Context: an optimization exercise on an open-source flow, tuned for a short achievable clock period and few clock cycles. The choices shown serve that exercise and are no tape-out recipe.
At most, simulation tests tie the RTL to the original design; equivalence was not proved.
Function not checked in runs 2 and 3: the RTL went through the layout flow alone.
No run shown here takes its clock network from TritonCTS; it comes from the design's own scripts or RTL.
The clock port is modelled as an ideal driver, which makes a skipped or thinned clock tree look cheaper than it is; a real chip needs a root buffer or a tree.
Power and IR drop assume default switching activity.

==> design.v <==
module acb_stream (
    input  wire        clk,
    input  wire        rst,
    input  wire        start,
    input  wire [1:0]  op,
    input  wire [15:0] arg0,
    input  wire [12:0] in_len,
    output reg         done,
    output reg  [12:0] out_len,
    output reg  [12:0] in_pos,
    output reg  [2:0]  err_code,
    output reg  [15:0] err_info,
    output wire [11:0] in_addr,
    input  wire [7:0]  in_rdata,
    output wire [11:0] out_raddr,
    input  wire [7:0]  out_rdata,
    output reg         out_we,
    output reg  [11:0] out_waddr,
    output reg  [7:0]  out_wdata
);
    localparam [2:0] E_NONE       = 3'd0;
    localparam [2:0] E_INVALIDARG = 3'd1;
    localparam [2:0] E_ILLEGAL    = 3'd2;
    localparam [2:0] E_UNEXPEND   = 3'd3;
    localparam [2:0] E_DATA       = 3'd4;
    localparam [2:0] E_CAPACITY   = 3'd5;
    localparam [1:0] SEL_LIT = 2'd0,    
                     SEL_MEM = 2'd1,    
                     SEL_H1  = 2'd2,    
                     SEL_H2  = 2'd3;    
    localparam [2:0] I_ZERO = 3'd0, I_HP = 3'd1, I_HP1 = 3'd2, I_HPM2 = 3'd3,
                     I_CAP  = 3'd4, I_ARG = 3'd5, I_OP = 3'd6;
    reg        st_r;        
    reg        bad_cmd;     
    reg [1:0]  op_r;
    reg [15:0] arg_r;
    reg [12:0] len_r;
    reg [2:0]  arg_hi;      
    reg        run;         
    reg        m_cmp, m_dec, m_mat;
    reg [12:0] hp;          
    reg [12:0] rem;         
    reg        remz, rem1;  
    reg [12:0] P;           
    reg [12:0] room;        
    reg        roomz;       
    reg [7:0]  z;           
    reg        zf;          
    reg [8:0]  fsh;         
    reg        exh;         
    reg        one;         
    reg        pf;          
    reg [4:0]  cc;          
    reg        cact;        
    reg [1:0]  csel;        
    reg        bad_r;       
    reg [11:0] ia;          
    reg [11:0] na;          
    reg        iv;          
    reg        rv;          
    reg [7:0]  ird;         
    reg        irv;
    reg [7:0]  B  [0:7];
    reg        Bz [0:7];    
    reg [2:0]  wp, rp;
    reg [3:0]  n;           
    reg [7:0]  H0, H1;
    reg        H0z, H1z;
    reg        hv0, hv1;    
    assign in_addr = ia;
    wire v0 = hv0;
    wire v1 = hv1;
    wire [7:0] w0 = H0;
    wire [7:0] w1 = H1;
    wire w0z = H0z;
    wire w1z = H1z;
    wire full = P[12];      
    reg        emit;        
    reg [1:0]  e_sel;
    reg [7:0]  e_byte;
    reg [1:0]  pop;
    reg        fin;         
    reg [2:0]  f_code;
    reg [2:0]  f_info;
    reg        mstart;      
    reg        fload;       
    reg        fload1;      
    reg        zset, zinc, zclr;
    wire [11:0] m_off = {w0[7:4], w1};
    wire        m_bad = (m_off == 12'd0) || ({1'b0, m_off} > P) ||
                        ({9'd0, w0[3:0]} + 13'd3 > room);
    wire [11:0] m_src  = P[11:0] - m_off;
    wire [11:0] m_src1 = P[11:0] + 12'd1 - m_off;
    wire [1:0]  m_sel = (m_off == 12'd1) ? SEL_H1 :
                        (m_off == 12'd2) ? SEL_H2 : SEL_MEM;
    always @(*) begin
        emit   = 1'b0;
        e_sel  = SEL_LIT;
        e_byte = 8'h00;
        pop    = 2'd0;
        fin    = 1'b0;
        f_code = E_NONE;
        f_info = I_ZERO;
        mstart = 1'b0;
        fload  = 1'b0;
        fload1 = 1'b0;
        zset   = 1'b0;
        zinc   = 1'b0;
        zclr   = 1'b0;
        if (bad_cmd) begin
            fin = 1'b1;
            if (m_mat) begin
                f_code = E_INVALIDARG; f_info = I_ARG;
            end else begin
                f_code = E_ILLEGAL; f_info = I_OP;
            end
        end else if (run) begin
            if (m_cmp) begin
                if (remz) begin
                    if (zf) begin
                        emit = 1'b1; zclr = 1'b1;
                    end else begin
                        fin = 1'b1;
                    end
                end else if (v0) begin
                    if (!w0z) begin
                        emit = 1'b1;
                        if (zf) begin
                            zclr = 1'b1;
                        end else begin
                            e_byte = w0; pop = 2'd1;
                        end
                    end else if (!zf) begin
                        emit = 1'b1; pop = 2'd1; zset = 1'b1;
                    end else if (rem1 || v1) begin
                        pop = 2'd1;
                        if (rem1 || !w1z || z == 8'hff) begin
                            emit = 1'b1; e_byte = z; zclr = 1'b1;
                        end else begin
                            zinc = 1'b1;
                        end
                    end
                end
            end else if (m_dec) begin
                if (zf) begin
                    emit = 1'b1;
                end else if (remz) begin
                    fin = 1'b1;
                end else if (v0) begin
                    if (!w0z) begin
                        emit = 1'b1; e_byte = w0; pop = 2'd1;
                    end else if (rem1) begin
                        fin = 1'b1; f_code = E_UNEXPEND; f_info = I_HP1;    
                    end else if (v1) begin
                        emit = 1'b1; pop = 2'd2; zset = 1'b1;
                    end
                end
            end else begin
                if (bad_r) begin
                    fin = 1'b1; f_code = E_DATA; f_info = I_HPM2;
                end else if (cact) begin
                    emit = 1'b1; e_sel = csel;
                    if (exh && v0 && !remz) begin
                        pop = 2'd1; fload = 1'b1;
                    end
                end else if (roomz) begin
                    fin = 1'b1;
                end else if (exh) begin
                    if (remz) begin
                        fin = 1'b1; f_code = E_UNEXPEND; f_info = I_HP;
                    end else if (v0) begin
                        pop = 2'd1; fload = 1'b1;
                    end
                end else if (fsh[8]) begin
                    if (remz) begin
                        fin = 1'b1; f_code = E_UNEXPEND; f_info = I_HP;
                    end else if (v0) begin
                        emit = 1'b1; e_byte = w0; pop = 2'd1;
                        if (one && v1 && !rem1) begin
                            pop = 2'd2; fload1 = 1'b1;
                        end
                    end
                end else begin
                    if (remz || rem1) begin
                        fin = 1'b1; f_code = E_UNEXPEND; f_info = I_HP;
                    end else if (v1) begin
                        emit = 1'b1; pop = 2'd2; mstart = 1'b1;
                        e_sel = m_sel;
                    end
                end
            end
            if (emit && full) begin
                emit   = 1'b0;
                mstart = 1'b0;
                fin    = 1'b1;
                f_code = E_CAPACITY;
                f_info = I_CAP;
            end
        end
    end
    reg [11:0] ra;           
    reg [11:0] sr;           
    reg [11:0] wc;           
    reg        p1_v, p2_v;
    reg [1:0]  p1_sel, p2_sel;
    reg [7:0]  p1_b, p2_b;
    reg        p1_fin, p2_fin;
    reg [7:0]  h1;           
    reg [7:0]  h2;           
    reg [2:0]  r_code;
    reg [2:0]  r_isel;       
    reg        r_pos;        
    reg        r_dec;        
    assign out_raddr = ra;
    wire wv = m_mat ? p2_v : emit;    
    wire sfin = run & ~m_mat & remz & ~zf;
    wire busy = st_r | bad_cmd | run | p1_fin | p2_fin;
    wire go   = start & ~busy;
    reg [7:0] wd;
    always @(*) begin
        case (p2_sel)
            SEL_LIT: wd = p2_b;
            SEL_MEM: wd = out_rdata;
            SEL_H1:  wd = h1;
            default: wd = h2;
        endcase
    end
    integer k;
    wire      push = irv & run;
    wire      ivn  = ({1'b0, n} + irv + rv + iv < 5'd8);    
    wire      irdz = (ird == 8'h00);
    reg [7:0] cb  [0:3];
    reg       cbz [0:3];
    reg [2:0] ci;
    always @(*) begin
        for (k = 0; k < 4; k = k + 1) begin
            ci     = rp + k;
            cb[k]  = (push && wp == ci) ? ird  : B[ci];
            cbz[k] = (push && wp == ci) ? irdz : Bz[ci];
        end
    end
    wire [3:0]  n_p0   = n + {3'd0, push};
    wire [3:0]  n_p1   = n + {3'd0, push} - 4'd1;
    wire [3:0]  n_p2   = n + {3'd0, push} - 4'd2;
    wire [12:0] hp_p1  = hp + 13'd1;
    wire [12:0] hp_p2  = hp + 13'd2;
    wire [12:0] rem_m1 = rem - 13'd1;
    wire [12:0] rem_m2 = rem - 13'd2;
    wire        rem2   = (rem == 13'd2);
    wire        rem3   = (rem == 13'd3);
    wire        room1  = (room == 13'd1);
    always @(posedge clk) begin
        if (rst) begin
            st_r   <= 1'b0;
            bad_cmd <= 1'b0;
            run    <= 1'b0;
            bad_r  <= 1'b0;
            iv     <= 1'b0;
            rv     <= 1'b0;
            irv    <= 1'b0;
            ia     <= 12'd0;
            n      <= 4'd0;
            hv0    <= 1'b0;
            hv1    <= 1'b0;
            p1_v   <= 1'b0;
            p2_v   <= 1'b0;
            p1_fin <= 1'b0;
            p2_fin <= 1'b0;
            out_we <= 1'b0;
            done   <= 1'b0;
        end else begin
            st_r <= go;
            irv <= rv;
            if (go) begin
                rv <= 1'b1;
                iv <= 1'b1;
                ia <= 12'd1;
            end else if (st_r || (run && !fin)) begin
                rv <= iv;
                iv <= ivn;
                ia <= na;
            end else begin
                rv <= iv;
                iv <= 1'b0;
                ia <= 12'd0;
            end
            case (pop)
                2'd0: begin
                    n <= n_p0; hv0 <= (n_p0 != 4'd0); hv1 <= (n_p0[3:1] != 3'd0);
                end
                2'd1: begin
                    n <= n_p1; hv0 <= (n_p1 != 4'd0); hv1 <= (n_p1[3:1] != 3'd0);
                end
                default: begin
                    n <= n_p2; hv0 <= (n_p2 != 4'd0); hv1 <= (n_p2[3:1] != 3'd0);
                end
            endcase
            if ((fin && run) || st_r) begin
                n   <= 4'd0;
                hv0 <= 1'b0;
                hv1 <= 1'b0;
            end
            bad_r <= mstart && m_bad;
            if (fin && run)
                run <= 1'b0;
            bad_cmd <= 1'b0;
            if (st_r) begin
                if (op_r == 2'd3 || (op_r == 2'd2 && arg_r > 16'd4096))
                    bad_cmd <= 1'b1;
                else
                    run <= 1'b1;
            end
            p1_v   <= emit & m_mat;
            p1_fin <= fin & ~sfin;
            p2_v   <= p1_v && !bad_r;
            p2_fin <= p1_fin;
            out_we <= wv;
            done   <= sfin | p2_fin;
        end
    end
    always @(posedge clk) begin
        op_r  <= op;
        arg_r <= arg0;
        len_r <= in_len;
        ird   <= in_rdata;
        if (push) begin
            B[wp]  <= ird;
            Bz[wp] <= irdz;
            wp     <= wp + 3'd1;
        end
        case (pop)
            2'd0: begin
                H0 <= cb[0]; H0z <= cbz[0]; H1 <= cb[1]; H1z <= cbz[1];
            end
            2'd1: begin
                H0 <= cb[1]; H0z <= cbz[1]; H1 <= cb[2]; H1z <= cbz[2];
                rp <= rp + 3'd1;
                hp <= hp_p1; rem <= rem_m1;
                remz <= rem1; rem1 <= rem2;
            end
            default: begin
                H0 <= cb[2]; H0z <= cbz[2]; H1 <= cb[3]; H1z <= cbz[3];
                rp <= rp + 3'd2;
                hp <= hp_p2; rem <= rem_m2;
                remz <= rem2; rem1 <= rem3;
            end
        endcase
        if (emit) begin
            P     <= P + 13'd1;
            room  <= room - 13'd1;
            roomz <= room1;
        end
        if (m_cmp) begin
            if (zset) begin
                z <= 8'd1; zf <= 1'b1;
            end else if (zinc) begin
                z <= z + 8'd1;
            end else if (zclr) begin
                z <= 8'd0; zf <= 1'b0;
            end
        end else begin
            if (zf) begin
                z  <= z - 8'd1;
                zf <= (z != 8'd1);
            end else if (zset) begin
                z  <= w1;
                zf <= !w1z;
            end
        end
        if (cact) begin
            cc   <= cc - 5'd1;
            cact <= (cc != 5'd1);
        end else if (mstart) begin
            cc   <= {1'b0, w0[3:0]} + 5'd2;
            cact <= 1'b1;
            csel <= m_sel;
        end
        ra <= cact ? sr : m_src;
        sr <= cact ? sr + 12'd1 : m_src1;
        na <= go ? 12'd2 : na + {11'd0, ivn};
        if (fload) begin
            fsh <= {w0, 1'b1};
            exh <= 1'b0;
            one <= 1'b0;
            pf  <= cact;
        end else if (fload1) begin
            fsh <= {w1, 1'b1};
            exh <= 1'b0;
            one <= 1'b0;
            pf  <= 1'b1;
        end else if (emit && !cact) begin
            fsh <= {fsh[7:0], 1'b0};
            exh <= (fsh[6:0] == 7'd0);
            one <= (fsh[6:0] == 7'h40);
            pf  <= 1'b0;
        end
        if (fin) begin
            r_code <= f_code;
            r_isel <= f_info;
            r_pos  <= (f_code == E_NONE);
            r_dec  <= (f_code == E_DATA);
        end
        if (st_r) begin
            m_cmp  <= (op_r == 2'd0);
            m_dec  <= (op_r == 2'd1);
            m_mat  <= (op_r == 2'd2);
            hp     <= 13'd0;
            rp     <= 3'd0;
            wp     <= 3'd0;
            rem    <= len_r;
            remz   <= (len_r == 13'd0);
            rem1   <= (len_r == 13'd1);
            P      <= 13'd0;
            room   <= arg_r[12:0];
            roomz  <= (arg_r[12:0] == 13'd0);
            arg_hi <= arg_r[15:13];
            r_dec  <= 1'b0;
            r_isel <= I_ZERO;
            zf     <= 1'b0;
            cact   <= 1'b0;
            fsh    <= 9'h100;
            exh    <= 1'b1;
            one    <= 1'b0;
            pf     <= 1'b0;
        end
        p1_sel <= e_sel;
        p1_b   <= e_byte;
        p2_sel <= p1_sel;
        p2_b   <= p1_b;
        out_wdata <= m_mat ? wd : e_byte;
        if (p2_v) begin
            h1 <= wd;
            h2 <= h1;
        end
        wc <= st_r ? 12'd0 : wc + {11'd0, p2_v};
        out_waddr <= m_mat ? wc : P[11:0];
        out_len  <= P - {12'd0, r_dec};
        in_pos   <= sfin ? hp : !r_pos ? 13'd0 : (m_mat && pf) ? hp - 13'd1 : hp;
        err_code <= sfin ? E_NONE : r_code;
        case (r_isel)
            I_HP:    err_info <= {3'd0, hp};
            I_HP1:   err_info <= {3'd0, hp_p1};
            I_HPM2:  err_info <= {3'd0, hp - 13'd2};
            I_CAP:   err_info <= 16'd4096;
            I_ARG:   err_info <= {arg_hi, room};
            I_OP:    err_info <= 16'd3;
            default: err_info <= 16'd0;
        endcase
    end
endmodule
==> flow/run.sh <==
#!/bin/bash
HERE=$(pwd)
bash standard.sh SETUP_SLACK_MARGIN=7.5 ABC_CLOCK_PERIOD_IN_PS=3000 CORE_UTILIZATION=65 PLACE_DENSITY=0.75 PRE_CTS_TCL=$HERE/flow/star_cts.tcl finish > flow_standard.log 2>&1
==> flow/star_cts.tcl <==

set ::star_clk_net  clk
set ::star_leaves   32
set ::star_roots    4
set ::star_root_buf sky130_fd_sc_hd__clkbuf_16
set ::star_leaf_buf sky130_fd_sc_hd__clkbuf_16

rename clock_tree_synthesis orig_clock_tree_synthesis

proc star_kmeans {pts k iters} {
  set n [llength $pts]
  # start from points spread along the list sorted by x then y
  set srt [lsort -real -index 0 $pts]
  set cents {}
  for {set i 0} {$i < $k} {incr i} {
    set p [lindex $srt [expr {int(($i + 0.5) * $n / $k)}]]
    lappend cents [list [lindex $p 0] [lindex $p 1]]
  }
  # k-means++-ish refinement: plain Lloyd iterations
  for {set it 0} {$it < $iters} {incr it} {
    set sx [lrepeat $k 0.0]; set sy [lrepeat $k 0.0]; set cnt [lrepeat $k 0]
    set asg {}
    foreach p $pts {
      set px [lindex $p 0]; set py [lindex $p 1]
      set best 0; set bd 1e30
      for {set c 0} {$c < $k} {incr c} {
        set dx [expr {$px - [lindex $cents $c 0]}]
        set dy [expr {$py - [lindex $cents $c 1]}]
        set d [expr {abs($dx) + abs($dy)}]
        if {$d < $bd} { set bd $d; set best $c }
      }
      lappend asg $best
      lset sx $best [expr {[lindex $sx $best] + $px}]
      lset sy $best [expr {[lindex $sy $best] + $py}]
      lset cnt $best [expr {[lindex $cnt $best] + 1}]
    }
    for {set c 0} {$c < $k} {incr c} {
      if {[lindex $cnt $c] > 0} {
        lset cents $c [list [expr {[lindex $sx $c] / [lindex $cnt $c]}] [expr {[lindex $sy $c] / [lindex $cnt $c]}]]
      }
    }
  }
  return [list $cents $asg]
}

proc clock_tree_synthesis {args} {
  set block [ord::get_db_block]
  set db [ord::get_db]
  set clk_net [$block findNet $::star_clk_net]
  set k $::star_leaves
  set root_master [$db findMaster $::star_root_buf]
  set leaf_master [$db findMaster $::star_leaf_buf]

  set sinks {}
  set pts {}
  foreach it [$clk_net getITerms] {
    set inst [$it getInst]
    set bb [$inst getBBox]
    set x [expr {([$bb xMin] + [$bb xMax]) / 2.0}]
    set y [expr {([$bb yMin] + [$bb yMax]) / 2.0}]
    lappend sinks $it
    lappend pts [list $x $y]
  }
  puts "star_cts: [llength $sinks] sinks, $k leaves"
  lassign [star_kmeans $pts $k 30] cents asg

  # leaves grouped under the roots
  set nr $::star_roots
  lassign [star_kmeans $cents $nr 30] rcents rasg
  set root_nets {}
  for {set r 0} {$r < $nr} {incr r} {
    set root [odb::dbInst_create $block $root_master "clkbuf_root_star_$r"]
    $root setLocation [expr {int([lindex $rcents $r 0])}] [expr {int([lindex $rcents $r 1])}]
    $root setPlacementStatus PLACED
    set root_net [odb::dbNet_create $block "clknet_root_star_$r"]
    $root_net setSigType CLOCK
    [$root findITerm A] connect $clk_net
    [$root findITerm X] connect $root_net
    lappend root_nets $root_net
  }
  puts "star_cts: leaves per root $rasg"

  set leaf_nets {}
  for {set c 0} {$c < $k} {incr c} {
    set leaf [odb::dbInst_create $block $leaf_master "clkbuf_leaf_star_$c"]
    $leaf setLocation [expr {int([lindex $cents $c 0])}] [expr {int([lindex $cents $c 1])}]
    $leaf setPlacementStatus PLACED
    set net [odb::dbNet_create $block "clknet_leaf_star_$c"]
    $net setSigType CLOCK
    [$leaf findITerm A] connect [lindex $root_nets [lindex $rasg $c]]
    [$leaf findITerm X] connect $net
    lappend leaf_nets $net
  }
  set i 0
  foreach it $sinks {
    set c [lindex $asg $i]
    $it disconnect
    $it connect [lindex $leaf_nets $c]
    incr i
  }
  set cnts [lrepeat $k 0]
  foreach c $asg { lset cnts $c [expr {[lindex $cnts $c] + 1}] }
  puts "star_cts: leaf fanouts $cnts"
  set_propagated_clock [all_clocks]
}
==> standard.sh <==
#!/bin/bash
# synth_recipe.tcl (not shown) runs the flow's synth.tcl, then flattens the netlist and writes it again
# the make line also repeats each setting of config.mk as NAME=value (left out here)
make -C /OpenROAD-flow-scripts/flow DESIGN_CONFIG=/design/flow/config.mk WORK_HOME=/design/flow/orfs CLKGATE_MAP_FILE= SYNTH_SCRIPT=/design/flow/synth_recipe.tcl "${@:-finish}"
==> config.mk <==
export PLATFORM = sky130hd
export DESIGN_NAME = acb_stream
export DESIGN_NICKNAME = acb_stream
export VERILOG_FILES = /design/flow/design.v
export SDC_FILE = /design/flow/constraint.sdc
export NUM_CORES = 4
export LEC_CHECK = 0
export CAP_MARGIN = 20
export CORE_MARGIN = 2
export CORE_UTILIZATION = 40
export SLEW_MARGIN = 20
==> constraint.sdc <==
create_clock -name core_clock -period 10.0 [get_ports {clk}]
set_input_delay 2.0000 -clock core_clock [delete_from_list [all_inputs] [get_ports {clk}]]
set_output_delay 2.0000 -clock core_clock [all_outputs]
set_load 0.01 [all_outputs]
==> results of run 1 <==
-- cells by family (layout without fill, tap and decap cells) --
group / after synthesis / in the layout
AOI/OAI and AO/OA: 414 / 416
xor gates and xnor gates: 140 / 140
and+or+nand+nor: 663 / 667
DFF: 416 / 416
muxes: 133 / 133
adders and majority gates: 90 / 90
buffers and inverters: 203 / 375
-- metrics by stage --
step                      hold WS (ns)  worst slack [ns]  utilization  instances
after global placement           0.311              6.65        0.715       2503
after CTS                        0.327              7.16        0.762       2580
after detailed placement         0.313              6.51        0.716       2503
after floorplan                  0.310              7.19            -       2059
after global routing             0.329              7.14        0.799       2639
final                            0.327              7.16        0.799       2639
-- sequential cells by signal, summed over array words and instances (netlist names), 9 cells and up, named ones only --
signal,cells
B,64
arg_r,16
in_pos,13
hp,13
ra,12
err_info,16
fsh,9
wc,12
out_len,13
room,13
ia,12
rem,13
sr,12
len_r,13
na,12
out_waddr,12
P,13
-- cell usage in the layout (no fill, tap or decap), types with 39 or more instances in the layout --
| cell | n |
|---|---|
| nand2_1 | 218 |
| dfxtp_1 | 213 |
| edfxtp_1 | 142 |
| nor2_1 | 138 |
| o21ai_0 | 128 |
| xnor2_1 | 87 |
| a21oi_1 | 83 |
| buf_4 | 79 |
| inv_1 | 78 |
| mux4_2 | 74 |
| ha_1 | 68 |
| buf_6 | 58 |
| buf_2 | 58 |
| nand3_1 | 52 |
| dfxtp_2 | 49 |
| xor2_1 | 47 |
| clkbuf_16 | 41 |
| mux2i_1 | 39 |
| clkdlybuf4s50_1 | 39 |
-- final timing paths --
kind	from	end	slack (ns)	cells after the start
min	p1_b[0]$_DFF_P_	p2_b[0]$_DFF_P_	0.33	0
max	ia[11]$_SDFF_PP0_	in_addr[11]	7.16	1
max reg2reg	remz$_DFFE_PP_	rem[11]$_DFFE_PP_	7.40	11
min reg2reg	p1_b[0]$_DFF_P_	p2_b[0]$_DFF_P_	0.33	0
-- synthesized netlist by cell type, types with 7 or more instances --
cell and n:
a211oi_1 11, a21o_1 12, a21oi_1 98, a221oi_1 7
a22o_1 9, a22oi_1 18, a31oi_1 18, and2_1 19
and3_1 17, buf_1 15, buf_2 11, clkbuf_1 85
dfxtp_1 274, edfxtp_1 142, fa_1 11, ha_1 79
inv_1 86, mux2_2 19, mux2i_1 40, mux4_2 74
nand2_1 222, nand2b_1 16, nand3_1 57, nand4_1 19
nor2_1 157, nor2b_1 21, nor3_1 44, nor3b_1 8
nor4_1 24, o211ai_1 13, o21ai_0 143, o21bai_1 8
o22ai_1 28, or3_1 22, or4_1 10, xnor2_1 93
xor2_1 47
-- layout make-up --
type                       instances  area (sq um)  share of cell area
buffer                            36           901              0.0356
sequential                       416          9860               0.390
tap                              402           503              0.0199
inverter                          91           364              0.0144
multi-input combinational       1446         11400               0.452
timing repair buffer             248          2230              0.0884
-- power by group --
group | internal (mW) | switching [mW]
sequential | 1.83 | 0.127
combinational | 0.282 | 0.291
clock | 0.634 | 0.541
-- repair_timing --
| action | in CTS | in global routing |
|---|---|---|
| cloned | 3 | 9 |
| hold buffers | 0 | 0 |
| resized for setup | 587 | 158 |
| setup endpoints to repair | 304 | 241 |
| setup buffers | 38 | 50 |
| pin swaps | 27 | 60 |
-- layer usage --
metal / global-route usage / routed length, um
met5: 0 / 13
met4: 0.125 / 2540
met3: 0.0485 / 4950
met2: 0.537 / 27900
met1: 0.405 / 22000
==> flow_summary.json, run 1 <==
{
  "grt_pass1_wl_um": 84900,
  "synthAdderAreaFrac": 0.0577,
  "crit_slowest_cell": "dfxtp_1",
  "synth_area_per_cell_sq_um": 10.2,
  "syn_nets": 2199,
  "top_level_ports": 141,
  "drc": 0,
  "dpl.hpwl_um": 36400,
  "clk_pin_slew_ns": 0.08,
  "initial_utilization": 0.662,
  "worstPathArrival_ns": 0.84,
  "via_per_inst": 6.48,
  "finalHoldViolCount": 0,
  "ir_drop_mv": 0.137,
  "vias": 17100,
  "max_slew.worst_pin.slew_ns": 1.15,
  "synthArstFlopShare": 0,
  "final_area_sq_mm": 0.0253,
  "grt_pass1_vias": 16000,
  "synth_top_family_by_area": "simple AND/OR/NAND/NOR gates",
  "die_y_um": 184,
  "place_area_sq_mm": 0.0226,
  "wl_um": 57400,
  "synthMuxAreaShare": 0.109,
  "grt_use_total": 0.315,
  "insertedDiodeCount": 0,
  "p_per_area_mw_per_mm2": 146,
  "crit_chain": "buf_2",
  "total_power_mw": 3.70,
  "drive_gt1_frac": 0.253,
  "worst-path-buf-inv": 1,
  "rows": 65,
  "finalSetupViolCount": 0,
  "slew_headroom": 0.227,
  "min_path_type": "reg2reg",
  "coreArea_sq_mm": 0.0316,
  "yosysSeqAreaShare": 0.465,
  "grt_start_max_net_pins": 86,
  "synth_edf_count": 142,
  "synth_xor_area_frac": 0.0585,
  "slew_viol_final": 0,
  "period_minus_slack_ns": 2.84,
  "yosys.area.top_type_share": 0.262,
  "critPathMaxFanout": 1,
  "port_buffers": 140,
  "synth-simple-area-share": 0.150,
  "finalSetupTns_ns": 0,
  "cpPeakStageDelay_ns": 0.32,
  "dr.pass1.iters": 6,
  "wl_per_cell_um": 21.8,
  "die_x_um": 184,
  "cp.required_ns": 8.00,
  "startpoint_type": "flop",
  "netlist_area_sq_mm": 0.0210,
  "timing.final.crit_share": 0.284,
  "yosysWarnings": 3,
  "fmax_mhz": 352,
  "fillers": 1909,
  "crit_type": "reg2out",
  "gp_congestion": 0.914,
  "final_nets": 2379,
  "critical_path.top_delay_family": "flip-flops",
  "p_leak_nw": 9.31,
  "die_area_sq_mm": 0.0337,
  "yosysTopAreaCell": "dfxtp_1",
  "ys.flop_type": "dfxtp_1",
  "ant_nets": 0,
  "drt_iter0_drc": 1929,
  "synthDistinctLibCells": 81,
  "ys_ff_latch": 416,
  "status": "finished clean",
  "antenna_found_initial": 1,
  "endpoint_kind": "primary output",
  "maxCapViolCount": 0,
  "skew_ns": 0.0810,
  "clock_latency_ns": 0.38,
  "overflow": 0,
  "synth_compound_area_frac": 0.122,
  "synthToLayoutAreaGrowth_pct": 20.6,
  "synth_area_leaders": "dfxtp_1 26%, edfxtp_1 20%, mux4_2 8.0%",
  "postSynthCellCount": 2059,
  "grt_setup_unrepaired": "yes"
}
Testbench counts, summed over its fixed seeds: cycles 269,392.
==> inputs of run 2 (changes only) <==
--- a/design.v
+++ b/design.v
@@ -59,6 +59,4 @@
     reg        iv;          
     reg        rv;          
-    reg [7:0]  ird;         
-    reg        irv;
     reg [7:0]  B  [0:7];
     reg        Bz [0:7];    
@@ -227,7 +225,7 @@
     end
     integer k;
-    wire      push = irv & run;
-    wire      ivn  = ({1'b0, n} + irv + rv + iv < 5'd8);    
-    wire      irdz = (ird == 8'h00);
+    wire      push = rv & (run | st_r);                   
+    wire      ivn  = ({1'b0, n} + rv + iv < 5'd8);        
+    wire      irdz = (in_rdata == 8'h00);
     reg [7:0] cb  [0:3];
     reg       cbz [0:3];
@@ -236,5 +234,5 @@
         for (k = 0; k < 4; k = k + 1) begin
             ci     = rp + k;
-            cb[k]  = (push && wp == ci) ? ird  : B[ci];
+            cb[k]  = (push && wp == ci) ? in_rdata : B[ci];
             cbz[k] = (push && wp == ci) ? irdz : Bz[ci];
         end
@@ -258,5 +256,6 @@
             iv     <= 1'b0;
             rv     <= 1'b0;
-            irv    <= 1'b0;
+            rp     <= 3'd0;
+            wp     <= 3'd0;
             ia     <= 12'd0;
             n      <= 4'd0;
@@ -271,5 +270,4 @@
         end else begin
             st_r <= go;
-            irv <= rv;
             if (go) begin
                 rv <= 1'b1;
@@ -296,8 +294,17 @@
                 end
             endcase
-            if ((fin && run) || st_r) begin
+            if (push)
+                wp <= wp + 3'd1;
+            case (pop)
+                2'd0:    ;
+                2'd1:    rp <= rp + 3'd1;
+                default: rp <= rp + 3'd2;
+            endcase
+            if (fin) begin
                 n   <= 4'd0;
                 hv0 <= 1'b0;
                 hv1 <= 1'b0;
+                rp  <= 3'd0;
+                wp  <= 3'd0;
             end
             bad_r <= mstart && m_bad;
@@ -323,9 +330,7 @@
         arg_r <= arg0;
         len_r <= in_len;
-        ird   <= in_rdata;
         if (push) begin
-            B[wp]  <= ird;
+            B[wp]  <= in_rdata;
             Bz[wp] <= irdz;
-            wp     <= wp + 3'd1;
         end
         case (pop)
@@ -335,5 +340,4 @@
             2'd1: begin
                 H0 <= cb[1]; H0z <= cbz[1]; H1 <= cb[2]; H1z <= cbz[2];
-                rp <= rp + 3'd1;
                 hp <= hp_p1; rem <= rem_m1;
                 remz <= rem1; rem1 <= rem2;
@@ -341,5 +345,4 @@
             default: begin
                 H0 <= cb[2]; H0z <= cbz[2]; H1 <= cb[3]; H1z <= cbz[3];
-                rp <= rp + 3'd2;
                 hp <= hp_p2; rem <= rem_m2;
                 remz <= rem2; rem1 <= rem3;
@@ -406,6 +409,4 @@
             m_mat  <= (op_r == 2'd2);
             hp     <= 13'd0;
-            rp     <= 3'd0;
-            wp     <= 3'd0;
             rem    <= len_r;
             remz   <= (len_r == 13'd0);
==> flow_summary.json, run 2 <==
{
  "ir_drop_mv": 0.145,
  "coreArea_sq_mm": 0.0315,
  "status": "finished clean",
  "synth_area_leaders": "dfxtp_1 26%, edfxtp_1 21%, mux4_2 8.3%",
  "ant_nets": 0,
  "grt_pass1_wl_um": 87300,
  "post-route-util": 0.804,
  "gp_congestion": 0.909,
  "grt_setup_unrepaired": "yes",
  "ctsHoldBuffers": 0,
  "reg.largest.list": "B x64, arg_r x16, err_info x16",
  "skew_ns": 0.0586,
  "initial_utilization": 0.660,
  "synthArstFlopShare": 0,
  "topRoutingLayerUsed": "met4",
  "netlist_top_cells_count": "265 x dfxtp_1, 167 x nand2_1, 148 x nor2_1",
  "synth_area_per_cell_sq_um": 10.5,
  "grt_start_max_net_pins": 64,
  "insertedDiodeCount": 0,
  "multiInputGateArea_sq_mm": 0.0113,
  "die_y_um": 183,
  "netlist_area_sq_mm": 0.0208,
  "drc": 0,
  "crit_slowest_cell": "or4_4",
  "fillers": 1860,
  "synthDistinctLibCells": 84,
  "finalHoldViolCount": 0,
  "yosysMostFrequentCell": "dfxtp_1",
  "route.met3.wl_um": 5660,
  "min_path_type": "reg2reg",
  "antenna_found_initial": 1,
  "overflow": 0,
  "r2r_cells": 7,
  "worstPathArrival_ns": 3.24,
  "wl_um": 57800,
  "wl_per_cell_um": 22.4,
  "total_power_mw": 3.34,
  "postSynthCellCount": 1977,
  "rows": 65,
  "clock_latency_ns": 0.38,
  "crit_type": "in2reg",
  "yosysSeqAreaShare": 0.461,
  "yosysWarnings": 3,
  "synthToLayoutAreaGrowth_pct": 21.8,
  "largest_reg_flops": 64,
  "min_path_cells": 0,
  "via_per_inst": 6.58,
  "synth_edf_count": 142,
  "ys.flop_type": "dfxtp_1",
  "critPathMaxFanout": 6,
  "port_buffers": 140,
  "finalSetupViolCount": 0,
  "clk_pin_slew_ns": 0.06,
  "met1_length_um": 21800,
  "dr.pass1.iters": 6,
  "period_minus_slack_ns": 2.93,
  "largest-register": "B",
  "max_slew.worst_pin.slew_ns": 1.16,
  "top_level_ports": 141,
  "cpPeakStageDelay_ns": 0.54,
  "grt_use_total": 0.327,
  "die_x_um": 183,
  "ys_ff_latch": 407,
  "wl_met2_um": 27500,
  "drt_iter0_drc": 1829,
  "final_cell_mix": "199 x dfxtp_1, 163 x nand2_1, 142 x edfxtp_1",
  "startpoint_type": "input pin",
  "dpl.hpwl_um": 35400,
  "finalSetupTns_ns": 0,
  "timing.final.crit_share": 0.293,
  "drive_gt1_frac": 0.290,
  "crit_chain": "buf_12 -> or4_4 -> nor2_4 -> a21oi_1 -> o22ai_1 -> a21o_1",
  "p_leak_nw": 9.39,
  "die_area_sq_mm": 0.0334,
  "yosys.area.top_type_share": 0.255,
  "maxCapViolCount": 0,
  "p_per_area_mw_per_mm2": 132,
  "vias": 17000,
  "final_nets": 2317,
  "fmax_mhz": 341,
  "grt_pass1_vias": 16200,
  "ff_latch_area_sq_mm": 0.00970,
  "final_common_cell": "dfxtp_1",
  "yosysTopAreaCell": "dfxtp_1",
  "endpoint_kind": "flop",
  "syn_nets": 2116,
  "cp.required_ns": 10.31,
  "slew_viol_final": 0,
  "slew_headroom": 0.224
}
## run 2: cell types whose count changed in the layout (fill, tap and decap cells not counted), moves of 9 or more
cell	change
o21ai_0	-17
a22oi_1	-10
ha_1	-10
inv_1	-9
nand2_1	-55
o22ai_1	-11
buf_4	+35
mux2_2	+12
nor2_1	-10
o21ai_1	-10
o31ai_1	+10
a21oi_1	-20
dfxtp_1	-14
xnor2_1	-20
## run 2: where the power goes
group	total, mW	internal [mW]	leakage [nW]	switching, mW
logic	0.336	0.158	5.47	0.178
clock network	1.16	0.633	0.444	0.529
registers	1.84	1.77	3.48	0.0737
total	3.34	2.56	9.39	0.781
## run 2: timing repair
action                     in CTS  in global routing
setup buffers                  55                 61
gates resized for setup       659                141
pin swaps                      24                 35
setup endpoints to repair     402                260
cloned                          4                  2
## run 2: logic make-up (layout without fill, tap and decap cells)
kind of cell             Yosys count  count (layout)  share of synthesized area
adder cells (fa/ha/maj)           89              89                     0.0572
flip-flops                       407             407                      0.461
AO/OA/AOI/OAI                    385             386                      0.122
XOR/XNOR                         123             123                     0.0519
AND/OR/NAND/NOR                  612             612                      0.147
buffers and inverters            208             406                     0.0397
multiplexers                     153             153                      0.122
## run 2: final timing paths
path | from | to | slack (ns)
max | in_rdata[2] | H0z$_DFF_P_ | 7.07
min | p1_b[5]$_DFF_P_ | p2_b[5]$_DFF_P_ | 0.33
max reg2reg | H0z$_DFF_P_ | rem[12]$_DFFE_PP_ | 7.21
min reg2reg | p1_b[5]$_DFF_P_ | p2_b[5]$_DFF_P_ | 0.33
## run 2: area by class of cell
class	count	area share
Multi-Input combinational cell	1363	0.445
Sequential cell	407	0.383
Timing Repair Buffer	280	0.102
Buffer	36	0.0356
Tap cell	402	0.0199
Inverter	90	0.0143
## run 2: per-stage QoR
stage	std cells	setup slack [ns]	cell area (sq um)	hold slack, ns
global placement	2419	6.03	22500	0.312
detailed placement	2420	5.96	22500	0.312
finish	2578	7.07	25300	0.326
floorplan	1977	6.88	20900	0.310
CTS	2515	7.10	24200	0.326
global route	2578	7.06	25300	0.331
## run 2: worst max-delay path: cells and delay by family
kind | cells | cell delay (ns)
compound gates | 3 | 0.37
buf+inv | 1 | 0.10
simple gates | 2 | 0.77
## run 2: layer usage
layer  global-route usage  up-vias
li1                     -     7645
met1                0.430     8138
met2                0.552      967
met3               0.0508      216
met4                0.122        0
met5                    0        -
==> inputs of run 3 (changes only) <==
--- a/design.v
+++ b/design.v
@@ -60,9 +60,7 @@
     reg        rv;          
     reg [7:0]  B  [0:7];
-    reg        Bz [0:7];    
     reg [2:0]  wp, rp;
     reg [3:0]  n;           
     reg [7:0]  H0, H1;
-    reg        H0z, H1z;
     reg        hv0, hv1;    
     assign in_addr = ia;
@@ -71,6 +69,6 @@
     wire [7:0] w0 = H0;
     wire [7:0] w1 = H1;
-    wire w0z = H0z;
-    wire w1z = H1z;
+    wire w0z = (H0 == 8'h00);
+    wire w1z = (H1 == 8'h00);
     wire full = P[12];      
     reg        emit;        
@@ -227,7 +225,5 @@
     wire      push = rv & (run | st_r);                   
     wire      ivn  = ({1'b0, n} + rv + iv < 5'd8);        
-    wire      irdz = (in_rdata == 8'h00);
     reg [7:0] cb  [0:3];
-    reg       cbz [0:3];
     reg [2:0] ci;
     always @(*) begin
@@ -235,5 +231,4 @@
             ci     = rp + k;
             cb[k]  = (push && wp == ci) ? in_rdata : B[ci];
-            cbz[k] = (push && wp == ci) ? irdz : Bz[ci];
         end
     end
@@ -332,17 +327,16 @@
         if (push) begin
             B[wp]  <= in_rdata;
-            Bz[wp] <= irdz;
         end
         case (pop)
             2'd0: begin
-                H0 <= cb[0]; H0z <= cbz[0]; H1 <= cb[1]; H1z <= cbz[1];
+                H0 <= cb[0]; H1 <= cb[1];
             end
             2'd1: begin
-                H0 <= cb[1]; H0z <= cbz[1]; H1 <= cb[2]; H1z <= cbz[2];
+                H0 <= cb[1]; H1 <= cb[2];
                 hp <= hp_p1; rem <= rem_m1;
                 remz <= rem1; rem1 <= rem2;
             end
             default: begin
-                H0 <= cb[2]; H0z <= cbz[2]; H1 <= cb[3]; H1z <= cbz[3];
+                H0 <= cb[2]; H1 <= cb[3];
                 hp <= hp_p2; rem <= rem_m2;
                 remz <= rem2; rem1 <= rem3;
==> flow_summary.json, run 3 <==
{
  "largest_reg_flops": 64,
  "maxCapViolCount": 0,
  "postSynthCellCount": 2041,
  "period_minus_slack_ns": 2.86,
  "finalSetupViolCount": 0,
  "reg.largest.list": "B x64, arg_r x16, err_info x16",
  "crit_slowest_cell": "or4b_4",
  "timing.final.crit_share": 0.286,
  "synth_edf_count": 134,
  "top_level_ports": 141,
  "startpoint_type": "input pin",
  "die_area_sq_mm": 0.0333,
  "clock_latency_ns": 0.37,
  "fmax_mhz": 349,
  "clk_pin_slew_ns": 0.06,
  "synth_area_per_cell_sq_um": 10.1,
  "grt_pass1_vias": 16400,
  "crit_chain": "buf_8 -> or4b_4 -> nor3_4 -> buf_6 -> buf_12 -> nor2_4 -> nor2_1",
  "slew_headroom": 0.270,
  "wl_per_cell_um": 23.0,
  "grt_pass1_wl_um": 89900,
  "crit_type": "in2reg",
  "ys_ff_latch": 397,
  "drt_iter0_drc": 2093,
  "antenna_found_initial": 1,
  "final_area_sq_mm": 0.0257,
  "p_leak_nw": 9.69,
  "finalSetupTns_ns": 0,
  "final_common_cell": "dfxtp_1",
  "yosysMostFrequentCell": "dfxtp_1",
  "port_buffers": 140,
  "grt_use_total": 0.337,
  "synthArstFlopShare": 0,
  "max_slew.worst_pin.slew_ns": 1.09,
  "ys.flop_type": "dfxtp_1",
  "insertedDiodeCount": 0,
  "coreArea_sq_mm": 0.0315,
  "endpoint_kind": "flop",
  "skew_ns": 0.0408,
  "yosysWarnings": 2,
  "status": "finished clean",
  "vias": 17700,
  "grt_setup_unrepaired": "yes",
  "die_x_um": 182,
  "netlist_area_sq_mm": 0.0207,
  "final_cell_mix": "184 x dfxtp_1, 163 x nand2_1, 150 x nor2_1",
  "drc": 0,
  "yosys.area.top_type_share": 0.254,
  "ir_drop_mv": 0.136,
  "place_area_sq_mm": 0.0225,
  "netlist_top_cells_count": "263 x dfxtp_1, 169 x nand2_1, 161 x nor2_1",
  "cpPeakStageDelay_ns": 0.48,
  "via_per_inst": 6.63,
  "critPathMaxFanout": 7,
  "gp_congestion": 0.922,
  "initial_utilization": 0.657,
  "ctsHoldBuffers": 0,
  "rows": 65,
  "final_nets": 2405,
  "min_path_type": "reg2reg",
  "die_y_um": 182,
  "cp.required_ns": 10.29,
  "ant_nets": 0,
  "overflow": 0,
  "synthDistinctLibCells": 86,
  "slew_viol_final": 0,
  "drive_gt1_frac": 0.301,
  "wl_um": 61400,
  "worstPathArrival_ns": 3.16,
  "dr.pass1.iters": 7,
  "synthToLayoutAreaGrowth_pct": 24.3,
  "yosysSeqAreaShare": 0.449,
  "largest-register": "B",
  "syn_nets": 2180,
  "grt_start_max_net_pins": 96,
  "synth_area_leaders": "dfxtp_1 25%, edfxtp_1 19%, mux4_2 7.5%",
  "p_per_area_mw_per_mm2": 127,
  "yosysTopAreaCell": "dfxtp_1",
  "finalHoldViolCount": 0,
  "dpl.hpwl_um": 37600
}
run 3: final cells by class:
| class | count | area (sq um) |
|---|---|---|
| well taps | 402 | 503 |
| fillers | 1818 | 5750 |
| multi-input cells | 1437 | 11800 |
| repair buffers | 302 | 2690 |
| plain buffers | 36 | 901 |
| flip-flops and latches | 397 | 9440 |
| inverters | 92 | 368 |
run 3: stage by stage:
stage	worst slack, ns	power [mW]	instances	hold WS, ns	utilization
final	7.14	3.27	2666	0.316	0.817
after global routing	7.13	3.37	2666	0.330	0.817
after CTS	7.16	3.24	2583	0.316	0.773
after detailed placement	6.18	2.07	2477	0.312	0.715
after global placement	6.18	2.06	2477	0.311	0.715
after floorplan	6.99	1.97	2041	0.310	-
run 3: power by group:
group | switching (mW) | internal (mW)
sequential | 0.0630 | 1.71
clock | 0.532 | 0.634
combinational | 0.177 | 0.152
run 3: cells by family after synthesis:
family          after synthesis  share of synthesized area
xor+xnor                    119                     0.0515
simple gates                684                      0.165
flops                       397                      0.449
buf+inv                     212                     0.0391
mux                         148                      0.115
fa+ha+maj                    89                     0.0574
compound gates              392                      0.123
run 3: repair_timing:
item	in CTS	in global routing
endpoints found under the setup margin	371	283
gates resized for setup	658	174
buffers inserted	68	75
gates cloned	2	7
pin swaps	35	48
run 3: worst paths after layout:
check | startpoint | end | slack [ns] | depth (start not counted)
max | start | rv$_SDFF_PP0_ | 7.14 | 7
min | p1_b[0]$_DFF_P_ | p2_b[0]$_DFF_P_ | 0.32 | 0
max reg2reg | H0[0]$_DFF_P_ | cc[1]$_DFFE_PP_ | 7.23 | 10
min reg2reg | p1_b[0]$_DFF_P_ | p2_b[0]$_DFF_P_ | 0.32 | 0
run 3: worst max-delay path, delay by kind of cell:
family,cells,cell delay [ns]
AND/OR/NAND/NOR,4,0.82
buffers and inverters,3,0.34
run 3: routing by layer:
layer / wire, um / part of all wire / GRT usage / vias up
met2: 28900 / 0.47 / 0.553 / 1085
met4: 2970 / 0.048 / 0.126 / 0
met1: 23000 / 0.38 / 0.452 / 8447
met3: 6450 / 0.11 / 0.0589 / 278
met5: 0 / 0 / 0 / -
li1: - / - / - / 7876
==> inputs of run 4 (changes only) <==
--- a/design.v
+++ b/design.v
@@ -59,8 +59,12 @@
     reg        iv;          
     reg        rv;          
+    reg [7:0]  ird;         
+    reg        irv;
     reg [7:0]  B  [0:7];
+    reg        Bz [0:7];    
     reg [2:0]  wp, rp;
     reg [3:0]  n;           
     reg [7:0]  H0, H1;
+    reg        H0z, H1z;
     reg        hv0, hv1;    
     assign in_addr = ia;
@@ -69,6 +73,6 @@
     wire [7:0] w0 = H0;
     wire [7:0] w1 = H1;
-    wire w0z = (H0 == 8'h00);
-    wire w1z = (H1 == 8'h00);
+    wire w0z = H0z;
+    wire w1z = H1z;
     wire full = P[12];      
     reg        emit;        
@@ -223,12 +227,15 @@
     end
     integer k;
-    wire      push = rv & (run | st_r);                   
-    wire      ivn  = ({1'b0, n} + rv + iv < 5'd8);        
+    wire      push = irv & run;
+    wire      ivn  = ({1'b0, n} + irv + rv + iv < 5'd8);    
+    wire      irdz = (ird == 8'h00);
     reg [7:0] cb  [0:3];
+    reg       cbz [0:3];
     reg [2:0] ci;
     always @(*) begin
         for (k = 0; k < 4; k = k + 1) begin
             ci     = rp + k;
-            cb[k]  = (push && wp == ci) ? in_rdata : B[ci];
+            cb[k]  = (push && wp == ci) ? ird  : B[ci];
+            cbz[k] = (push && wp == ci) ? irdz : Bz[ci];
         end
     end
@@ -251,6 +258,5 @@
             iv     <= 1'b0;
             rv     <= 1'b0;
-            rp     <= 3'd0;
-            wp     <= 3'd0;
+            irv    <= 1'b0;
             ia     <= 12'd0;
             n      <= 4'd0;
@@ -265,4 +271,5 @@
         end else begin
             st_r <= go;
+            irv <= rv;
             if (go) begin
                 rv <= 1'b1;
@@ -289,17 +296,8 @@
                 end
             endcase
-            if (push)
-                wp <= wp + 3'd1;
-            case (pop)
-                2'd0:    ;
-                2'd1:    rp <= rp + 3'd1;
-                default: rp <= rp + 3'd2;
-            endcase
-            if (fin) begin
+            if ((fin && run) || st_r) begin
                 n   <= 4'd0;
                 hv0 <= 1'b0;
                 hv1 <= 1'b0;
-                rp  <= 3'd0;
-                wp  <= 3'd0;
             end
             bad_r <= mstart && m_bad;
@@ -325,18 +323,23 @@
         arg_r <= arg0;
         len_r <= in_len;
+        ird   <= in_rdata;
         if (push) begin
-            B[wp]  <= in_rdata;
+            B[wp]  <= ird;
+            Bz[wp] <= irdz;
+            wp     <= wp + 3'd1;
         end
         case (pop)
             2'd0: begin
-                H0 <= cb[0]; H1 <= cb[1];
+                H0 <= cb[0]; H0z <= cbz[0]; H1 <= cb[1]; H1z <= cbz[1];
             end
             2'd1: begin
-                H0 <= cb[1]; H1 <= cb[2];
+                H0 <= cb[1]; H0z <= cbz[1]; H1 <= cb[2]; H1z <= cbz[2];
+                rp <= rp + 3'd1;
                 hp <= hp_p1; rem <= rem_m1;
                 remz <= rem1; rem1 <= rem2;
             end
             default: begin
-                H0 <= cb[2]; H1 <= cb[3];
+                H0 <= cb[2]; H0z <= cbz[2]; H1 <= cb[3]; H1z <= cbz[3];
+                rp <= rp + 3'd2;
                 hp <= hp_p2; rem <= rem_m2;
                 remz <= rem2; rem1 <= rem3;
@@ -403,4 +406,6 @@
             m_mat  <= (op_r == 2'd2);
             hp     <= 13'd0;
+            rp     <= 3'd0;
+            wp     <= 3'd0;
             rem    <= len_r;
             remz   <= (len_r == 13'd0);
--- a/flow/star_cts.tcl
+++ b/flow/star_cts.tcl
@@ -44,5 +44,74 @@
 }
 
+# Cap every cluster at ceil(n/k)+1 points: points of a full cluster go to
+# the nearest cluster with room, farthest points first.
+proc star_balance {pts cents asg k} {
+  set n [llength $pts]
+  set cap [expr {($n + $k - 1) / $k + 1}]
+  set cnt [lrepeat $k 0]
+  foreach c $asg { lset cnt $c [expr {[lindex $cnt $c] + 1}] }
+  # order points by distance to their centre, farthest first
+  set order {}
+  for {set i 0} {$i < $n} {incr i} {
+    set c [lindex $asg $i]
+    set d [expr {abs([lindex $pts $i 0] - [lindex $cents $c 0]) + abs([lindex $pts $i 1] - [lindex $cents $c 1])}]
+    lappend order [list $i $d]
+  }
+  set order [lsort -real -decreasing -index 1 $order]
+  foreach e $order {
+    set i [lindex $e 0]
+    set c [lindex $asg $i]
+    if {[lindex $cnt $c] <= $cap} continue
+    set best -1; set bd 1e30
+    for {set j 0} {$j < $k} {incr j} {
+      if {$j == $c || [lindex $cnt $j] >= $cap} continue
+      set d [expr {abs([lindex $pts $i 0] - [lindex $cents $j 0]) + abs([lindex $pts $i 1] - [lindex $cents $j 1])}]
+      if {$d < $bd} { set bd $d; set best $j }
+    }
+    if {$best < 0} continue
+    lset cnt $c [expr {[lindex $cnt $c] - 1}]
+    lset cnt $best [expr {[lindex $cnt $best] + 1}]
+    lset asg $i $best
+  }
+  return $asg
+}
+
+# The output ports' buffers and the flip-flops driving them get strong
+# drive strengths (same cell types).
+proc star_size_outputs {} {
+  set block [ord::get_db_block]
+  set db [ord::get_db]
+  set buf [$db findMaster sky130_fd_sc_hd__buf_6]
+  set ff  [$db findMaster sky130_fd_sc_hd__dfxtp_4]
+  set nb 0; set nf 0
+  foreach bterm [$block getBTerms] {
+    if {[$bterm getIoType] != "OUTPUT"} continue
+    set net [$bterm getNet]
+    if {$net == "NULL"} continue
+    set drv [$net getFirstOutput]
+    if {$drv == "NULL"} continue
+    set inst [$drv getInst]
+    set m [[$inst getMaster] getName]
+    if {[string match sky130_fd_sc_hd__buf_* $m] && $m != "sky130_fd_sc_hd__buf_6" && $m != "sky130_fd_sc_hd__buf_8" && $m != "sky130_fd_sc_hd__buf_12" && $m != "sky130_fd_sc_hd__buf_16"} {
+      $inst swapMaster $buf
+      incr nb
+    }
+    set a [$inst findITerm A]
+    if {$a == "NULL"} continue
+    set n2 [$a getNet]
+    if {$n2 == "NULL"} continue
+    set d2 [$n2 getFirstOutput]
+    if {$d2 == "NULL"} continue
+    set f [$d2 getInst]
+    if {[string match sky130_fd_sc_hd__dfxtp_* [[$f getMaster] getName]]} {
+      $f swapMaster $ff
+      incr nf
+    }
+  }
+  puts "star_cts: $nb output buffers and $nf flip-flops resized"
+}
+
 proc clock_tree_synthesis {args} {
+  star_size_outputs
   set block [ord::get_db_block]
   set db [ord::get_db]
@@ -64,4 +133,19 @@
   puts "star_cts: [llength $sinks] sinks, $k leaves"
   lassign [star_kmeans $pts $k 30] cents asg
+  set asg [star_balance $pts $cents $asg $k]
+  # leaf buffers at the centres of their final clusters
+  set sx [lrepeat $k 0.0]; set sy [lrepeat $k 0.0]; set cn [lrepeat $k 0]
+  set i 0
+  foreach c $asg {
+    lset sx $c [expr {[lindex $sx $c] + [lindex $pts $i 0]}]
+    lset sy $c [expr {[lindex $sy $c] + [lindex $pts $i 1]}]
+    lset cn $c [expr {[lindex $cn $c] + 1}]
+    incr i
+  }
+  for {set c 0} {$c < $k} {incr c} {
+    if {[lindex $cn $c] > 0} {
+      lset cents $c [list [expr {[lindex $sx $c] / [lindex $cn $c]}] [expr {[lindex $sy $c] / [lindex $cn $c]}]]
+    }
+  }
 
   # leaves grouped under the roots
==> flow_summary.json, run 4 <==
{
  "critical_path.top_delay_family": "flip-flops",
  "clk_pin_slew_ns": 0.08,
  "synth_xor_area_frac": 0.0585,
  "wl_per_cell_um": 22.3,
  "wl_um": 59200,
  "endpoint_kind": "primary output",
  "synthAdderAreaFrac": 0.0577,
  "crit_slowest_cell": "dfxtp_4",
  "skew_ns": 0.0613,
  "yosys.area.top_type_share": 0.262,
  "synth-simple-area-share": 0.150,
  "maxCapViolCount": 0,
  "max_slew.worst_pin.slew_ns": 1.19,
  "p_per_area_mw_per_mm2": 145,
  "grt_start_max_net_pins": 86,
  "netlist_top_cells_count": "274 x dfxtp_1, 222 x nand2_1, 157 x nor2_1",
  "grt_setup_unrepaired": "yes",
  "synth_top_family_by_area": "simple AND/OR/NAND/NOR gates",
  "yosysTopAreaCell": "dfxtp_1",
  "syn_nets": 2199,
  "yosysSeqAreaShare": 0.465,
  "ys_ff_latch": 416,
  "critPathMaxFanout": 1,
  "via_per_inst": 6.55,
  "ys.flop_type": "dfxtp_1",
  "cp.required_ns": 8.00,
  "startpoint_type": "flop",
  "drc": 0,
  "overflow": 0,
  "timing.final.crit_share": 0.284,
  "slew_viol_final": 0,
  "vias": 17300,
  "die_x_um": 184,
  "grt_use_total": 0.327,
  "dpl.hpwl_um": 36400,
  "worst-path-buf-inv": 1,
  "crit_type": "reg2out",
  "dr.pass1.iters": 7,
  "synth_area_per_cell_sq_um": 10.2,
  "fmax_mhz": 352,
  "reg.largest.list": "B x64, arg_r x16, err_info x16",
  "synthToLayoutAreaGrowth_pct": 24.4,
  "worstPathArrival_ns": 0.84,
  "die_area_sq_mm": 0.0337,
  "grt_pass1_wl_um": 87400,
  "post-route-util": 0.824,
  "coreArea_sq_mm": 0.0316,
  "crit_chain": "buf_6",
  "port_buffers": 140,
  "clock_latency_ns": 0.38,
  "p_leak_nw": 9.47,
  "ir_drop_mv": 0.167,
  "status": "finished clean",
  "finalSetupTns_ns": 0,
  "gp_congestion": 0.914,
  "largest_reg_flops": 64,
  "ctsHoldBuffers": 0,
  "final_cell_mix": "216 x nand2_1, 154 x dfxtp_1, 142 x edfxtp_1",
  "finalSetupViolCount": 0,
  "finalHoldViolCount": 0,
  "ant_nets": 0,
  "final_common_cell": "nand2_1",
  "grt_pass1_vias": 16300,
  "yosysWarnings": 3,
  "min_path_type": "reg2reg",
  "largest-register": "B",
  "die_y_um": 184,
  "drt_iter0_drc": 1950,
  "synth_area_leaders": "dfxtp_1 26%, edfxtp_1 20%, mux4_2 8.0%",
  "top_level_ports": 141,
  "period_minus_slack_ns": 2.84,
  "slew_headroom": 0.205,
  "antenna_found_initial": 1,
  "synthDistinctLibCells": 81,
  "netlist_area_sq_mm": 0.0210,
  "postSynthCellCount": 2059,
  "synthArstFlopShare": 0,
  "yosysMostFrequentCell": "dfxtp_1",
  "rows": 65,
  "drive_gt1_frac": 0.288,
  "initial_utilization": 0.662,
  "whs_ns": 0.327,
  "insertedDiodeCount": 0,
  "synthMuxAreaShare": 0.109,
  "final_nets": 2388,
  "cpPeakStageDelay_ns": 0.36,
  "synth_edf_count": 142,
  "synth_compound_area_frac": 0.122
}
-- run 4: cell families after synthesis --
logic type / count (synthesis)
xor+xnor: 140
fa+ha+maj: 90
compound gates: 414
mux: 133
flops: 416
simple gates: 663
buf+inv: 203
-- run 4: worst paths after layout --
path / start / endpoint / slack, ns / cells past startpoint
setup / recovery: out_waddr[0]$_DFF_P_ / out_waddr[0] / 7.16 / 1
setup reg to reg: rv$_SDFF_PP0_ / na[10]$_SDFF_PP0_ / 7.33 / 12
hold / removal: p1_b[0]$_DFF_P_ / p2_b[0]$_DFF_P_ / 0.33 / 0
hold reg to reg: p1_b[0]$_DFF_P_ / p2_b[0]$_DFF_P_ / 0.33 / 0
-- run 4: final cells by class --
cell class / instances / area, sq um
multi-input combinational: 1448 / 11500
sequential: 416 / 10200
fill: 1778 / 5570
timing repair buffer: 255 / 2620
buffer: 36 / 901
tap: 402 / 503
inverter: 91 / 372
-- run 4: through the flow --
stage,power (mW),instances,setup slack (ns),cell area (sq um)
global placement,2.44,2503,6.65,22600
floorplan,2.28,2059,7.19,21100
finish,3.79,2648,7.16,26100
global route,3.90,2648,7.15,26100
detailed placement,2.45,2503,6.51,22600
CTS,3.72,2579,7.15,24900
-- run 4: per-layer routing --
| metal | part of all wire | up-vias | global-route usage |
|---|---|---|---|
| met5 | 0.00032 | - | 0 |
| met1 | 0.37 | 8303 | 0.422 |
| met3 | 0.092 | 237 | 0.0402 |
| met2 | 0.49 | 1031 | 0.563 |
| met4 | 0.046 | 2 | 0.125 |
| li1 | - | 7774 | - |
-- run 4: report_power, final --
part / total, mW / switching [mW] / leakage, nW / internal [mW]
clock: 1.24 / 0.606 / 0.444 / 0.637
sequential: 1.95 / 0.129 / 3.63 / 1.82
combinational: 0.597 / 0.293 / 5.40 / 0.304
-- run 4: timing repair --
action	4_1_cts	5_1_grt
gates cloned	4	8
pin swaps	28	62
buffers inserted	36	60
hold endpoints to repair	0	0
setup endpoints to repair	305	252
resized for setup	651	145
Testbench counts of run 4, summed over its fixed seeds: cycles 269,392.
==> inputs of run 5 (changes only) <==
--- a/flow/star_cts.tcl
+++ b/flow/star_cts.tcl
@@ -4,5 +4,5 @@
 set ::star_roots    4
 set ::star_root_buf sky130_fd_sc_hd__clkbuf_16
-set ::star_leaf_buf sky130_fd_sc_hd__clkbuf_16
+set ::star_leaf_buf sky130_fd_sc_hd__clkbuf_8
 
 rename clock_tree_synthesis orig_clock_tree_synthesis
@@ -113,5 +113,5 @@
 
 proc clock_tree_synthesis {args} {
-  star_size_outputs
+  # (output drivers keep their sizes)
   set block [ord::get_db_block]
   set db [ord::get_db]
==> flow_summary.json, run 5 <==
{
  "intPower_mw": 2.47,
  "switchingPower_mw": 0.950,
  "die_x_um": 184,
  "gp_congestion": 0.914,
  "grt_use_total": 0.317,
  "status": "finished clean",
  "grt_pass1_vias": 16000,
  "drc": 0,
  "crit_type": "reg2out",
  "largest_reg_flops": 64,
  "ys.flop_type": "dfxtp_1",
  "grt_start_max_net_pins": 86,
  "fmax_mhz": 355,
  "insertedDiodeCount": 0,
  "finalSetupTns_ns": 0,
  "setup_ws_ns": 7.19,
  "critical_path.top_delay_family": "flip-flops",
  "switching_share": 0.277,
  "slew_headroom": 0.237,
  "synth_area_leaders": "dfxtp_1 26%, edfxtp_1 20%, mux4_2 8.0%",
  "p_per_area_mw_per_mm2": 137,
  "vias": 17100,
  "p_comb_frac": 0.168,
  "die_area_sq_mm": 0.0337,
  "synthMuxAreaShare": 0.109,
  "ant_nets": 0,
  "final_cell_mix": "217 x nand2_1, 210 x dfxtp_1, 142 x edfxtp_1",
  "finalHoldViolCount": 0,
  "r2r_slack_ns": 7.38,
  "drt_iter0_drc": 2070,
  "via_per_inst": 6.48,
  "synth_area_per_cell_sq_um": 10.2,
  "reg2reg_to": "P[11]$_SDFFE_PP0P_",
  "syn_nets": 2199,
  "reg.largest.list": "B x64, arg_r x16, err_info x16",
  "top_level_ports": 141,
  "yosysWarnings": 3,
  "synth_compound_area_frac": 0.122,
  "crit_chain": "buf_6",
  "final_common_cell": "nand2_1",
  "critPathMaxFanout": 1,
  "crit-reg2reg-launch": "rem1$_DFFE_PP_",
  "ir_drop_mv": 0.132,
  "min_path_type": "reg2reg",
  "post-route-util": 0.792,
  "synthArstFlopShare": 0,
  "yosysTopAreaCell": "dfxtp_1",
  "timing.final.crit_share": 0.281,
  "startpoint_type": "flop",
  "yosys.area.top_type_share": 0.262,
  "crit_slowest_cell": "dfxtp_2",
  "clk_pin_slew_ns": 0.11,
  "rows": 65,
  "ys_ff_latch": 416,
  "total_power_mw": 3.43,
  "max_slew.worst_pin.slew_ns": 1.14,
  "maxCapViolCount": 0,
  "yosysSeqAreaShare": 0.465,
  "cpPeakStageDelay_ns": 0.35,
  "antenna_found_initial": 0,
  "pre_cts_ws_ns": 6.51,
  "grt_setup_unrepaired": "yes",
  "die_y_um": 184,
  "synth-simple-area-share": 0.150,
  "final_nets": 2385,
  "slew_viol_final": 0,
  "postSynthCellCount": 2059,
  "netlist_area_sq_mm": 0.0210,
  "r2r_cells": 8,
  "synthToLayoutAreaGrowth_pct": 19.6,
  "power_frac_clock": 0.262,
  "cp.required_ns": 8.00,
  "largest-register": "B",
  "synthAdderAreaFrac": 0.0577,
  "synthDistinctLibCells": 81,
  "p_leak_nw": 9.20,
  "seq_power_share": 0.570,
  "worst-path-buf-inv": 1,
  "wl_per_cell_um": 21.8,
  "overflow": 0,
  "initial_utilization": 0.662,
  "clock_latency_ns": 0.35,
  "yosysMostFrequentCell": "dfxtp_1",
  "synth_top_family_by_area": "simple AND/OR/NAND/NOR gates",
  "netlist_top_cells_count": "274 x dfxtp_1, 222 x nand2_1, 157 x nor2_1",
  "synth_xor_area_frac": 0.0585,
  "min-delay-start": "p1_b[0]$_DFF_P_",
  "dr.pass1.iters": 6,
  "skew_ns": 0.0421,
  "worstPathArrival_ns": 0.81,
  "dpl.hpwl_um": 36400,
  "period_minus_slack_ns": 2.81,
  "min_path_cells": 0,
  "port_buffers": 140,
  "synth_edf_count": 142,
  "drive_gt1_frac": 0.259,
  "wl_um": 57600,
  "finalSetupViolCount": 0,
  "coreArea_sq_mm": 0.0316,
  "grt_pass1_wl_um": 85400,
  "endpoint_kind": "primary output",
  "hold_end": "p2_b[0]$_DFF_P_"
}
==> run 5: worst register-to-register path, cell delays in order (launching register included) <==
cell and delay [ns]:
edfxtp_1 0.48, or3b_4 0.43, a2111oi_4 0.39, o21ai_2 0.14, a21oi_4 0.26, buf_6 0.17, nand4_1 0.15, or3_1 0.40
a21oi_1 0.12
==> run 5: what timing repair did <==
action | CTS | global route
setup endpoints to repair | 305 | 250
hold endpoints to repair | 0 | 0
buffers inserted | 42 | 53
resized for setup | 602 | 160
hold buffers | 0 | 0
cloned | 4 | 7
pin swaps | 23 | 59
==> run 5: worst max-delay path by stage <==
stage                  startpoint                    to  slack (ns)  depth (start not counted)
5_1_grt          ia[9]$_SDFF_PP0_            in_addr[9]        7.16                          1
6_report       out_len[0]$_DFF_P_            out_len[0]        7.19                          1
3_5_place_dp   rp[0]$_SDFFE_PP0N_         H1[3]$_DFF_P_        6.51                          7
3_3_place_gp                  rst      ia[9]$_SDFF_PP0_        6.65                          4
2_1_floorplan        out_rdata[0]  out_wdata[0]$_DFF_P_        7.19                          2
4_1_cts             ra[0]$_DFF_P_          out_raddr[0]        7.18                          1
==> run 5: area by class of cell <==
type | instances | area, sq um
Fill cell | 1974 | 6580
Tap cell | 402 | 503
Sequential cell | 416 | 9860
Multi-Input combinational cell | 1445 | 11500
Buffer | 36 | 541
Inverter | 91 | 363
Timing Repair Buffer | 255 | 2320
==> run 5: logic make-up (layout without fill, tap and decap cells) <==
group	count (synthesis)	after routing
multiplexers	133	133
adder cells (fa/ha/maj)	90	90
XOR/XNOR	140	140
AND/OR/NAND/NOR	663	666
AO/OA/AOI/OAI	414	416
flip-flops	416	416
buffers and inverters	203	382
==> run 5: power groups by stage <==
stage | combinational (mW) | sequential, mW | clock, mW
after detailed placement | 0.474 | 1.98 | 0
after floorplan | 0.360 | 1.92 | 0
after CTS | 0.504 | 1.95 | 0.906
after global placement | 0.461 | 1.98 | 0
final | 0.576 | 1.95 | 0.896
after global routing | 0.624 | 1.96 | 0.962
==> run 5: through the flow <==
stage	hold slack, ns	std cells	area [sq um]
floorplan	0.310	2059	21100
global placement	0.311	2503	22600
detailed placement	0.313	2503	22600
CTS	0.332	2585	23900
global route	0.340	2645	25100
finish	0.332	2645	25100
==> run 5: layer usage <==
metal | track usage | up-vias | routed length [um]
met1 | 0.418 | 8253 | 22500
met5 | 0 | - | 0
li1 | - | 7765 | -
met3 | 0.0460 | 198 | 4680
met4 | 0.114 | 0 | 2340
met2 | 0.538 | 926 | 28100

## what the ideal ports hide
Ports are ideal in the flow. The routed layouts listed here were re-timed in OpenROAD.
Step 1: set_driving_cell puts a clkbuf_16 on clk and a buf_2 on each other input, an assumption about the parent block.
Step 2, shift: input delay + t, output delay - t, t = (earliest + latest rising clock arrival at the registers) / 2. This alone moves slack from input paths to output paths.
a / b / c = ideal ports / drivers / drivers and shift; a / b = the first two.
| run | t, ns | setup WS [ns] | slew at the worst register clock pin (ns) | worst slew at a driven data input, ns |
|---|---|---|---|---|
| run 1 | 0.469 | 7.163 / 7.036 / 6.996 | 0.08 / 0.08 | 0.05 |
| run 2 | 0.464 | 7.066 / 7.069 / 6.670 | 0.08 / 0.08 | 0.08 |
| run 3 | 0.474 | 7.138 / 7.032 / 6.728 | 0.08 / 0.08 | 0.11 |
| run 4 | 0.471 | 7.157 / 7.034 / 6.990 | 0.10 / 0.10 | 0.06 |
| run 5 | 0.456 | 7.186 / 7.058 / 7.006 | 0.11 / 0.11 | 0.05 |
After both steps setup and hold are still met in every run listed. For run 3, which loses most, drivers alone change the setup slack by -0.106 ns; drivers and shift together by -0.410 ns.
